From an optimization exercise on the open Yosys and OpenROAD flow, aimed at a short achievable clock period and few clock cycles per item; shortcuts taken in it are not production practice. The RTL was checked by simulation tests, not by an equivalence proof against the original design.

==> design.v <==
module mrct_decoder (
    input  wire        clk,
    input  wire        rst,
    input  wire        start,
    input  wire        kind,         
    input  wire [11:0] width,
    input  wire [11:0] height,
    input  wire [23:0] src_len,
    input  wire [23:0] dst_cap,
    output wire        src_re,
    output wire [23:0] src_addr,
    input  wire [7:0]  src_rdata,
    output wire        dst_re,
    output wire [23:0] dst_raddr,
    input  wire [7:0]  dst_rdata,
    output wire        dst_we,
    output wire [23:0] dst_waddr,
    output wire [7:0]  dst_wdata,
    output wire        busy,
    output reg         done,
    output reg         error,
    output reg  [3:0]  err_code,
    output reg  [23:0] src_pos,
    output reg  [23:0] dst_pos,
    output reg  [23:0] err_pos
);
    localparam [3:0] ERR_TRUNCATED   = 4'd1,
                     ERR_SRC_SHORT   = 4'd2,
                     ERR_PIXEL_OOB   = 4'd3,
                     ERR_SHIFT_PARAM = 4'd4,
                     ERR_CONFIG      = 4'd5;
    localparam [3:0] S_IDLE     = 4'd0,
                     S_CFG      = 4'd1,
                     S_SEED_RD  = 4'd2,
                     S_SEED_WR  = 4'd3,
                     S_CMD_RD   = 4'd4,
                     S_CMD_DEC  = 4'd5,
                     S_EXT0_RD  = 4'd6,
                     S_EXT0_CAP = 4'd7,
                     S_EXT1_RD  = 4'd8,
                     S_EXT1_CAP = 4'd9,
                     S_CHECK    = 4'd10,
                     S_LIT_RD   = 4'd11,
                     S_LIT_WR   = 4'd12,
                     S_CPY_RD   = 4'd13,
                     S_CPY_WR   = 4'd14;
    reg  [3:0]  state;
    reg         j_kind;
    reg  [11:0] j_width;
    reg  [11:0] j_height;
    reg  [23:0] j_src_len;
    reg  [23:0] j_dst_cap;
    reg  [23:0] src_cur;      
    reg  [23:0] dst_cur;      
    reg  [23:0] rem_bytes;    
    reg  [23:0] cmd_start;    
    reg  [7:0]  cmd;
    reg  [7:0]  ext_lo;
    reg  [15:0] ext;
    reg  [18:0] cnt;          
    reg  [23:0] cpy_src;      
    reg  [1:0]  seed_idx;
    assign busy = (state != S_IDLE);
    wire        is_pal = j_kind;
    wire [23:0] total_pix   = j_width * j_height;
    wire [25:0] total_bytes = is_pal ? {2'b00, total_pix} : ({2'b00, total_pix} + {1'b0, total_pix, 1'b0});
    wire        c_lit   = (cmd[7] == 1'b0);
    wire        c_litx  = (cmd == 8'h7F);
    wire [2:0]  c_mask  = is_pal ? 3'd7 : 3'd3;
    wire [2:0]  c_count = cmd[2:0] & c_mask;
    wire        c_cpyx  = cmd[7] && (c_count == c_mask);
    wire [4:0]  c_idx   = is_pal ? {1'b0, cmd[6:3]} : cmd[6:2];
    wire [1:0]  c_base  = is_pal ? 2'd3 : 2'd1;
    reg  [16:0] run_pix;
    always @(*) begin
        if (c_lit) begin
            if (c_litx) run_pix = {1'b0, ext} + 17'd128;
            else        run_pix = {10'd0, cmd[6:0]} + 17'd1;
        end else begin
            if (c_cpyx) run_pix = {1'b0, ext} + {14'd0, c_mask} + {15'd0, c_base};
            else        run_pix = {14'd0, c_count} + {15'd0, c_base};
        end
    end
    wire [18:0] run_bytes = is_pal ? {2'b00, run_pix} : ({2'b00, run_pix} + {1'b0, run_pix, 1'b0});
    reg  [7:0]  code;
    always @(*) begin
        if (!is_pal) begin
            case (c_idx)
                5'd0:  code = 8'hF0;  5'd1:  code = 8'hE0;  5'd2:  code = 8'hD0;  5'd3:  code = 8'hC0;
                5'd4:  code = 8'hB0;  5'd5:  code = 8'hA0;  5'd6:  code = 8'h31;  5'd7:  code = 8'h21;
                5'd8:  code = 8'h11;  5'd9:  code = 8'h01;  5'd10: code = 8'hF1;  5'd11: code = 8'hE1;
                5'd12: code = 8'hD1;  5'd13: code = 8'h32;  5'd14: code = 8'h22;  5'd15: code = 8'h12;
                5'd16: code = 8'h02;  5'd17: code = 8'hF2;  5'd18: code = 8'hE2;  5'd19: code = 8'hD2;
                5'd20: code = 8'h33;  5'd21: code = 8'h23;  5'd22: code = 8'h13;  5'd23: code = 8'h03;
                5'd24: code = 8'hF3;  5'd25: code = 8'hE3;  5'd26: code = 8'hD3;  5'd27: code = 8'h24;
                5'd28: code = 8'h14;  5'd29: code = 8'h04;  5'd30: code = 8'hF4;  default: code = 8'hE4;
            endcase
        end else begin
            case (c_idx[3:0])
                4'd0:  code = 8'hF0;  4'd1:  code = 8'hE0;  4'd2:  code = 8'hD0;  4'd3:  code = 8'hC0;
                4'd4:  code = 8'h31;  4'd5:  code = 8'h21;  4'd6:  code = 8'h11;  4'd7:  code = 8'h01;
                4'd8:  code = 8'hF1;  4'd9:  code = 8'hE1;  4'd10: code = 8'hD1;  4'd11: code = 8'h22;
                4'd12: code = 8'h12;  4'd13: code = 8'h02;  4'd14: code = 8'hF2;  default: code = 8'hE2;
            endcase
        end
    end
    wire [3:0]         row       = code[3:0];
    wire signed [19:0] col       = {{16{code[7]}}, code[7:4]};
    wire        [19:0] row_w     = row * j_width;
    wire signed [19:0] delta_pix = col - $signed(row_w);
    wire signed [21:0] delta_b   = is_pal ? {{2{delta_pix[19]}}, delta_pix}
                                          : ({{2{delta_pix[19]}}, delta_pix} + {delta_pix[19], delta_pix, 1'b0});
    wire        [21:0] back_dist      = -delta_b;    
    wire               shift_bad = !delta_b[21] || (dst_cur < {2'b00, back_dist});
    wire        src_empty = (src_cur >= j_src_len);
    wire [23:0] src_avail = j_src_len - src_cur;
    assign src_re    = (state == S_SEED_RD) || (state == S_LIT_RD) ||
                       (state == S_CMD_RD && rem_bytes != 24'd0 && !src_empty) ||
                       ((state == S_EXT0_RD || state == S_EXT1_RD) && !src_empty);
    assign src_addr  = src_cur;
    assign dst_re    = (state == S_CPY_RD);
    assign dst_raddr = cpy_src;
    assign dst_we    = (state == S_SEED_WR) || (state == S_LIT_WR) || (state == S_CPY_WR);
    assign dst_waddr = dst_cur;
    assign dst_wdata = (state == S_CPY_WR) ? dst_rdata : src_rdata;
    task finish_err(input [3:0] code_in, input [23:0] pos);
        begin
            state    <= S_IDLE;
            error    <= 1'b1;
            err_code <= code_in;
            src_pos  <= pos;
            dst_pos  <= dst_cur;
            err_pos  <= pos;
        end
    endtask
    always @(posedge clk) begin
        if (rst) begin
            state    <= S_IDLE;
            done     <= 1'b0;
            error    <= 1'b0;
            err_code <= 4'd0;
            src_pos  <= 24'd0;
            dst_pos  <= 24'd0;
            err_pos  <= 24'd0;
        end else begin
            case (state)
                S_IDLE: begin
                    if (start) begin
                        j_kind    <= kind;
                        j_width   <= width;
                        j_height  <= height;
                        j_src_len <= src_len;
                        j_dst_cap <= dst_cap;
                        done      <= 1'b0;
                        error     <= 1'b0;
                        err_code  <= 4'd0;
                        err_pos   <= 24'd0;
                        src_cur   <= 24'd0;
                        dst_cur   <= 24'd0;
                        state     <= S_CFG;
                    end
                end
                S_CFG: begin
                    if (total_pix == 24'd0 || total_bytes > 26'hFFFFFF ||
                        {2'b00, j_dst_cap} < total_bytes) begin
                        finish_err(ERR_CONFIG, 24'd0);
                    end else if (j_src_len < (is_pal ? 24'd1 : 24'd3)) begin
                        finish_err(ERR_TRUNCATED, 24'd0);
                    end else begin
                        rem_bytes <= total_bytes[23:0];
                        seed_idx  <= 2'd0;
                        state     <= S_SEED_RD;
                    end
                end
                S_SEED_RD: begin
                    state    <= S_SEED_WR;
                end
                S_SEED_WR: begin
                    src_cur   <= src_cur + 24'd1;
                    dst_cur   <= dst_cur + 24'd1;
                    rem_bytes <= rem_bytes - 24'd1;
                    seed_idx  <= seed_idx + 2'd1;
                    if (is_pal || seed_idx == 2'd2) state <= S_CMD_RD;
                    else                            state <= S_SEED_RD;
                end
                S_CMD_RD: begin
                    if (rem_bytes == 24'd0) begin
                        state   <= S_IDLE;
                        done    <= 1'b1;
                        src_pos <= src_cur;
                        dst_pos <= dst_cur;
                    end else begin
                        cmd_start <= src_cur;
                        if (src_empty) begin
                            finish_err(ERR_TRUNCATED, src_cur);
                        end else begin
                            src_cur  <= src_cur + 24'd1;
                            state    <= S_CMD_DEC;
                        end
                    end
                end
                S_CMD_DEC: begin
                    cmd <= src_rdata;
                    ext <= 16'd0;
                    if (src_rdata == 8'h7F ||
                        (src_rdata[7] && ((src_rdata[2:0] & c_mask) == c_mask)))
                        state <= S_EXT0_RD;
                    else
                        state <= S_CHECK;
                end
                S_EXT0_RD: begin
                    if (src_empty) begin
                        finish_err(ERR_TRUNCATED, cmd_start);
                    end else begin
                        src_cur  <= src_cur + 24'd1;
                        state    <= S_EXT0_CAP;
                    end
                end
                S_EXT0_CAP: begin
                    ext_lo <= src_rdata;
                    state  <= S_EXT1_RD;
                end
                S_EXT1_RD: begin
                    if (src_empty) begin
                        finish_err(ERR_TRUNCATED, cmd_start);
                    end else begin
                        src_cur  <= src_cur + 24'd1;
                        state    <= S_EXT1_CAP;
                    end
                end
                S_EXT1_CAP: begin
                    ext   <= {src_rdata, ext_lo};
                    state <= S_CHECK;
                end
                S_CHECK: begin
                    cnt <= run_bytes;
                    if ({5'd0, run_bytes} > rem_bytes) begin
                        finish_err(ERR_PIXEL_OOB, cmd_start);
                    end else if (c_lit) begin
                        if (src_avail < {5'd0, run_bytes}) finish_err(ERR_SRC_SHORT, cmd_start);
                        else                               state <= S_LIT_RD;
                    end else begin
                        if (shift_bad) begin
                            finish_err(ERR_SHIFT_PARAM, cmd_start);
                        end else begin
                            cpy_src <= dst_cur - {2'b00, back_dist};
                            state   <= S_CPY_RD;
                        end
                    end
                end
                S_LIT_RD: begin
                    state    <= S_LIT_WR;
                end
                S_LIT_WR: begin
                    src_cur   <= src_cur + 24'd1;
                    dst_cur   <= dst_cur + 24'd1;
                    rem_bytes <= rem_bytes - 24'd1;
                    cnt       <= cnt - 19'd1;
                    state     <= (cnt == 19'd1) ? S_CMD_RD : S_LIT_RD;
                end
                S_CPY_RD: begin
                    state     <= S_CPY_WR;
                end
                S_CPY_WR: begin
                    cpy_src   <= cpy_src + 24'd1;
                    dst_cur   <= dst_cur + 24'd1;
                    rem_bytes <= rem_bytes - 24'd1;
                    cnt       <= cnt - 19'd1;
                    state     <= (cnt == 19'd1) ? S_CMD_RD : S_CPY_RD;
                end
                default: state <= S_IDLE;
            endcase
        end
    end
endmodule
==> run.sh <==
#!/bin/bash
# synth_recipe.tcl (not shown) runs the flow's synth.tcl, then flattens the netlist and writes it again
# the make line also repeats each setting of config.mk as NAME=value (left out here)
make -C /OpenROAD-flow-scripts/flow DESIGN_CONFIG=/design/flow/config.mk WORK_HOME=/design/flow/orfs CLKGATE_MAP_FILE= SYNTH_SCRIPT=/design/flow/synth_recipe.tcl finish
==> config.mk <==
export PLATFORM = sky130hd
export DESIGN_NAME = mrct_decoder
export DESIGN_NICKNAME = mrct_decoder
export VERILOG_FILES = /design/flow/design.v
export SDC_FILE = /design/flow/constraint.sdc
export NUM_CORES = 4
export LEC_CHECK = 0
export CAP_MARGIN = 20
export CORE_MARGIN = 2
export CORE_UTILIZATION = 40
export SLEW_MARGIN = 20
==> constraint.sdc <==
create_clock -name core_clock -period 11.0 [get_ports {clk}]
set_input_delay 2.2000 -clock core_clock [delete_from_list [all_inputs] [get_ports {clk}]]
set_output_delay 2.2000 -clock core_clock [all_outputs]
set_load 0.01 [all_outputs]
==> summary.txt <==
## worst paths after layout
kind	depth (start not counted)	endpoint	slack, ps	start
max	50	src_pos[8]	610	j_kind
min	2	dst_pos[22]	460	dst_pos[22]
max reg2reg	50	src_pos[8]	610	j_kind
min reg2reg	2	dst_pos[22]	460	dst_pos[22]
## cells in the mapped netlist (all sizes together), types with 55 or more instances
cell type	count	area [um2]
nor3	63	320.3
nand3	73	377.9
clkbuf	87	326.6
a21oi	199	996.0
nor2b	92	575.6
xnor2	152	1331
edfxtp	246	7387
mux2	55	690.7
ha	301	3766
nor2	267	1002
a21o	55	412.9
inv	349	1310
o21ai	146	734.4
and2	180	1126
xor2	91	797.0
dfxtp	81	1622
fa	118	2362
nand2	258	968.4
## repair_timing
item	in CTS	in global routing
resized for setup	0	27
setup endpoints to repair	0	102
setup buffers	0	10
## critical path, delay by kind of cell (launching register included)
| kind | cells | cell delay [ps] |
|---|---|---|
| muxes | 2 | 510 |
| AOI/OAI and AO/OA | 18 | 2970 |
| buffers and inverters | 7 | 900 |
| DFF | 1 | 470 |
| xor gates and xnor gates | 4 | 690 |
| adders and majority gates | 8 | 2160 |
| and+or+nand+nor | 11 | 2550 |
## area by class of cell
class,count,share of cell area
Antenna cell,2,0.0001415
Clock buffer,55,0.03312
Clock inverter,18,0.005803
Inverter,350,0.03716
Multi-Input combinational cell,2535,0.5494
Sequential cell,327,0.2548
Tap cell,969,0.03429
Timing Repair Buffer,309,0.08528
## through the flow
| stage | std cells | setup TNS [ps] | hold WS [ps] | utilization |
|---|---|---|---|---|
| after floorplan | 3329 | 0 | 479.0 | - |
| after global placement | 4477 | 0 | 442.8 | 0.4529 |
| after detailed placement | 4477 | 0 | 447.9 | 0.4529 |
| after CTS | 4550 | 0 | 458.2 | 0.4714 |
| after global routing | 4564 | -306.0 | 472.0 | 0.4749 |
| final | 4565 | 0 | 457.1 | 0.4750 |
## metal layers
metal / wire length (um) / track usage
met5: 0 / 0
met3: 3394 / 0.02233
met2: 39890 / 0.3663
met4: 2892 / 0.07471
met1: 35030 / 0.2669
## logic make-up (layout without fill, tap and decap cells)
logic type / after synthesis / after routing
flip-flops: 327 / 327
multiplexers: 101 / 101
AO/OA/AOI/OAI: 638 / 638
XOR/XNOR: 243 / 243
adder cells (fa/ha/maj): 419 / 419
buffers and inverters: 467 / 732
other: 1 / 3
AND/OR/NAND/NOR: 1133 / 1133
==> results by group <==
Outcome
  – Status: finished clean

Timing
  – Finish-stage setup viols: 0
  – Actual slew at the worst max-slew pin: 1071 ps
  – Tmin final: 10,390 ps
  – Final hold violations: 0
  – Highest clock rate: 0.09625 GHz
  – Skew final: 26.41 ps
  – Fin crit share: 0.9445
  – Setup ws final: 610.8 ps
  – Slew margin rel.: 0.2837
  – Fin. max-slew vios: 0

Final layout
  – Nets: 4,075
  – Syn-to-layout area delta: 17.62%
  – Fraction of layout cells with a size suffix above 1: 0.06594
  – # fillers: 7,178
  – Register Area: 9009 um2
  – Post-route cell area: 35,360 um2
  – Area of the multi-input gates: 19,430 um2
  – Commonest non-fill, non-tap cell in the layout: inv_1
  – Most frequent cells in the layout: inv_1 (344), ha_1 (297), nor2_1 (262), nand2_1 (258), clkdlybuf4s50_1 (251)

Clock tree
  – Worst skew pair latency: 600 ps
  – # H-tree levels: 2
  – Hold buffers post-CTS: 0
  – Clock transition at path regs: 60 ps
  – Clock Tree Root: clkbuf_16
  – Num CTS Buffers: 41
  – CTS tree: yes
  – Sink Count: 327
  – Clk buf depth: 3

Hold path
  – Hold Path Class: flip-flop to flip-flop

Floorplan
  – Die width: 278.1 um
  – Starting density of the core: 0.4038
  – Die span in y: 278.1 um
  – Die Area: 77,360 um2
  – Top Ports: 254
  – # rows: 100
  – Core area: 74,450 um2

Global routing
  – First-pass GRT wire length: 129,400 um
  – Largest net degree at the start of global routing: 78
  – Initial antenna violation count: 3
  – Global route overflow: 0
  – Vias in the first global route: 23,310
  – GRT Overall Usage: 0.2092

Drt
  – Vias per cell: 5.259
  – Drt wl/cell: 17.79 um
  – Post-route ant nets: 0
  – DRC: 0
  – Via Count: 24,010
  – Initial DRT Pass Iterations: 5
  – DR iter-0 viols: 1,218
  – Total routed wirelength: 81,210 um

Critical path
  – Worst path required time: 11,460 ps
  – Setup Crit Path Kind: flip-flop to flip-flop
  – Crit path launch type: flip-flop
  – CP max-delay cell: or4_1
  – Crit path max fanout: 12
  – Most used cell along the critical path: a21oi_2
  – Slowest cell delay on critical path: 540 ps
  – Crit end category: flip-flop
  – Data arrival, critical path: 10,850 ps

Synth
  – Post-Synth Simple-Gate Area: 0.1909
  – Post-synthesis mux area share: 0.03871
  – XOR/XNOR Fraction of Synth Area: 0.07080
  – Syn nets: 3,840
  – Primary FF master, synth: edfxtp_1
  – EDFF count, synth: 246
  – Synth Area in Compound Gates: 0.1350
  – Synth warnings: 1
  – Synth Area per Inst: 9.030 um2
  – Yosys reg bits: 327
  – Seq/Total Area, Yosys: 0.2997
  – Mapped Cells: 3,329
  – Synth Area in Adders: 0.2039
  – Synth cell types: 93
  – Main combinational cell family by area after synthesis: adder cells
  – Cell area after synthesis: 30,060 um2
  – Ys async rst share: 0

Placement
  – Post-detail-place hpwl: 63,030 um
  – Area post-placement: 33,720 um2
  – IO Port Bufs: 252
  – Post-Place Setup Slack: 203.1 ps
  – GPL Wtd Cong: 0.8931

Run
  – Max Cap Violations: 0
Testbench counts, summed over its fixed seeds: cycles 759,913, bytes 374,011.

## afterwards: timing with drivers on the ports
Ports are ideal in the flow. The routed layout listed here was re-timed in OpenROAD. Step 1 (the two cells are an assumption about what drives the block):
set clk [get_ports {clk}]
set_driving_cell -lib_cell sky130_fd_sc_hd__clkbuf_16 $clk
set_driving_cell -lib_cell sky130_fd_sc_hd__buf_2 [delete_from_list [all_inputs] $clk]
Step 2, shift: input delay + t, output delay - t, t = (earliest + latest rising clock arrival at the registers) / 2. This alone moves slack from input paths to output paths. Three values: ideal ports, drivers, drivers and shift; two values: the first two.
shift t [ns]: 0.645
setup WS [ns]: 0.611 / 0.611 / 0.611
hold WS [ns]: 0.457 / 0.457 / 0.457
After both steps this run still meets setup and hold. The setup slack of this run moves by 0.000 ns with the drivers and by 0.000 ns with both steps.
